Source: an optimization exercise on an open RTL-to-GDS flow (aim: small area, a short achievable clock period and few clock cycles). Production flows keep margins and buffers that such runs may drop.
The RTL was checked by simulation tests, not by an equivalence proof against the original design.

// pitch_mapper
module pitch_mapper (
    input  wire        clk,
    input  wire        rst,
    input  wire        cmd_valid,
    output wire        cmd_ready,
    input  wire [63:0] cmd_data,
    output reg         rsp_valid,
    input  wire        rsp_ready,
    output wire [63:0] rsp_data,
    output wire [95:0] freq_out,     
    output reg  [2:0]  freq_set,
    output wire [47:0] duty_out,     
    output reg  [2:0]  duty_set
);
    localparam NE = 4;
    localparam SE = 16;
    localparam KI = 3;
    localparam NI = 4;
    localparam SI = 2 * KI * NI;
    localparam [5:0] OP_MAPQ = 6'h01, OP_MAPI = 6'h02, OP_ENVQ  = 6'h04,
                     OP_TICK = 6'h08, OP_SETP = 6'h10, OP_APPLY = 6'h11,
                     OP_RDPS = 6'h12, OP_RDPA = 6'h13, OP_RDCH  = 6'h20,
                     OP_RDCAL = 6'h21, OP_RDNOTE = 6'h22;
  ...
clock: 20.0 ns
lec_check: 0
cap_margin: 20
core_margin: 2
core_utilization: 40
slew_margin: 20
run.sh (not shown) runs the stock make flow with config.mk's settings and CLKGATE_MAP_FILE= SYNTH_SCRIPT=/design/flow/synth_recipe.tcl, a recipe that flattens the netlist after the stock synthesis.
Testbench counts at the start, summed over its fixed seeds: cycles 23,676.
Next try:
--- a/flow/design.v
+++ b/flow/design.v
@@ -586,25 +586,40 @@
         .cal   (m_cal),
         .hz    (m_hz),
         .bnd   (m_bnd),
         .den_up(m_den_up),
         .neg_up(m_neg_up),
         .k_up  (m_k_up),
         .den_dn(m_den_dn),
         .neg_dn(m_neg_dn),
         .k_dn  (m_k_dn)
     );
-    wire        g_now  = gate[ch];
+    reg  [31:0] ts_ch, freq_ch;
+    reg  [15:0] duty_ch;
+    reg         gate_ch, offv_ch, fvalid_ch;
+    always @* begin
+        case (ch)
+            2'd0:    begin ts_ch = ts[0]; freq_ch = freq[0]; duty_ch = dutyr[0];
+                           gate_ch = gate[0]; offv_ch = offv[0]; fvalid_ch = fvalid[0]; end
+            2'd1:    begin ts_ch = ts[1]; freq_ch = freq[1]; duty_ch = dutyr[1];
+                           gate_ch = gate[1]; offv_ch = offv[1]; fvalid_ch = fvalid[1]; end
+            2'd2:    begin ts_ch = ts[2]; freq_ch = freq[2]; duty_ch = dutyr[2];
+                           gate_ch = gate[2]; offv_ch = offv[2]; fvalid_ch = fvalid[2]; end
+            default: begin ts_ch = 32'd0; freq_ch = 32'd0; duty_ch = 16'd0;
+                           gate_ch = 1'b0; offv_ch = 1'b0; fvalid_ch = 1'b0; end
+        endcase
+    end
+    wire        g_now  = gate_ch;
     wire        go     = is_tick ? a_gopen : g_now;             
-    wire        offv_n = a_fall | (~a_rise & offv[ch]);
-    wire [31:0] ts_n   = (a_rise | a_fall) ? t : ts[ch];
-    wire [31:0] e      = (a_rise | a_fall) ? 32'd0 : (t - ts[ch]);
+    wire        offv_n = a_fall | (~a_rise & offv_ch);
+    wire [31:0] ts_n   = (a_rise | a_fall) ? t : ts_ch;
+    wire [31:0] e      = (a_rise | a_fall) ? 32'd0 : (t - ts_ch);
     wire        e_hi0   = (e[31:16] == 16'd0);
     wire        e_lt_at = e_hi0 && (e[15:0] < act_at);
     wire [16:0] at_de   = act_atde;
     wire        e_lt_ad = (e[31:17] == 15'd0) && (e[16:0] < at_de);
     wire        e_lt_re = e_hi0 && (e[15:0] < act_re);
     wire [15:0] re_e    = a_re_e;
     reg [2:0]  ph_n;
     reg [15:0] ma_n, mb_n, y_n;
     always @* begin
         if (go) begin
@@ -820,34 +835,34 @@
                 3'd0: rd_data = {16'd0, act_ml};
                 3'd1: rd_data = {16'd0, act_dc};
                 3'd2: rd_data = {31'd0, act_sm};
                 3'd3: rd_data = {16'd0, act_at};
                 3'd4: rd_data = {16'd0, act_de};
                 3'd5: rd_data = {16'd0, act_su};
                 3'd6: rd_data = {16'd0, act_re};
                 default: ;
             endcase
             OP_RDCH: case (sel)
-                3'd0: rd_data = {28'd0, fvalid[ch], offv[ch], gate[ch], gate[ch]};
-                3'd1: rd_data = gate[ch] ? ts[ch] : 32'd0;
-                3'd2: rd_data = offv[ch] ? ts[ch] : 32'd0;
-                3'd3: rd_data = freq[ch];
-                3'd4: rd_data = {16'd0, dutyr[ch]};
+                3'd0: rd_data = {28'd0, fvalid_ch, offv_ch, gate_ch, gate_ch};
+                3'd1: rd_data = gate_ch ? ts_ch : 32'd0;
+                3'd2: rd_data = offv_ch ? ts_ch : 32'd0;
+                3'd3: rd_data = freq_ch;
+                3'd4: rd_data = {16'd0, duty_ch};
                 default: ;
             endcase
             OP_RDCAL:  rd_data = {16'd0, cal_val};
             OP_RDNOTE: rd_data = note_val;
             default: ;
         endcase
     end
     wire [31:0] rsp_d = ({32{r_sel[0]}} & rd_data) |
-                        ({32{r_sel[1]}} & {amp, dutyr[ch]}) |
+                        ({32{r_sel[1]}} & {amp, duty_ch}) |
                         ({32{r_sel[2]}} & {16'd0, amp}) |
                         ({32{r_sel[3]}} & iqn[31:0]);
     assign rsp_data = {op, ch, r_st, r_ph, r_deg, r_sat, r_bnd, r_fall, r_rise, r_gt,
                        r_idx, 8'd0, rsp_d};
     wire commit = (state == S_DEC && dec_done) || finish;
     wire [15:0] duty_c = (state == S_DEC) ? 16'd0 : duty_nx;
     wire [31:0] mapf_c = (state == S_DEC) ? {6'd0, m_hz, 16'd0} : mapf_nx;
     integer k;
     always @(posedge clk) begin
         m_dec  <= (state == S_IDLE) && cmd_valid;
@@ -1012,26 +1027,30 @@
                     state <= S_RSP;
                 end
                 S_RSP: begin
                     if (rsp_ready) state <= S_IDLE;
                 end
                 default: state <= S_IDLE;
             endcase
             if (commit) begin
                 rsp_valid <= 1'b1;
                 if (is_tick && status == ST_OK) begin
-                    gate[ch]     <= go;
-                    offv[ch]     <= offv_n;
-                    ts[ch]       <= ts_n;
-                    dutyr[ch]    <= duty_c;
-                    duty_set[ch] <= 1'b1;
-                    if (go) begin
-                        freq[ch]     <= mapf_c;
-                        fvalid[ch]   <= 1'b1;
-                        freq_set[ch] <= 1'b1;
+                    for (k = 0; k < 3; k = k + 1) begin
+                        if (ch == k) begin
+                            gate[k]     <= go;
+                            offv[k]     <= offv_n;
+                            ts[k]       <= ts_n;
+                            dutyr[k]    <= duty_c;
+                            duty_set[k] <= 1'b1;
+                            if (go) begin
+                                freq[k]     <= mapf_c;
+                                fvalid[k]   <= 1'b1;
+                                freq_set[k] <= 1'b1;
+                            end
+                        end
                     end
                 end
             end
             if (state == S_RSP && rsp_ready) rsp_valid <= 1'b0;
         end
     end
 endmodule
Result: Design area shrinks by a few percent. First-iteration DRC count hardly moves. Hold slack got worse by 0.033 ns. Routed wire length climbs by a few percent. Die area came out lower by a few percent. Worst setup slack gets better by 0.81 ns.
Testbench counts after the change, summed over its fixed seeds: cycles 23,676.

[static timing again, ports no longer ideal]
The flow's constraints put no driver on any port. The routed layouts listed below were extracted and timed again, unchanged, in two steps. Step 1 (the two cells are an assumption about what drives the block):
set clk [get_ports {clk}]
set_driving_cell -lib_cell sky130_fd_sc_hd__clkbuf_16 $clk
set_driving_cell -lib_cell sky130_fd_sc_hd__buf_2 [delete_from_list [all_inputs] $clk]
Step 2 times the ports against the registers' clock, not the clock port: input delays grow and output delays shrink by t, the midpoint of the rising clock arrivals with the driver on. Three values: no drivers, after step 1, after step 2; two values: the first two.
| run | shift t [ns] | setup slack, ns | worst hold slack (ns) |
|---|---|---|---|
| the first run | 0.914 | 8.631 / 8.631 / 8.631 | 0.463 / 0.463 / 0.463 |
| the second run | 0.901 | 9.440 / 9.440 / 9.440 | 0.431 / 0.431 / 0.431 |
After both steps every run listed still meets setup and hold.
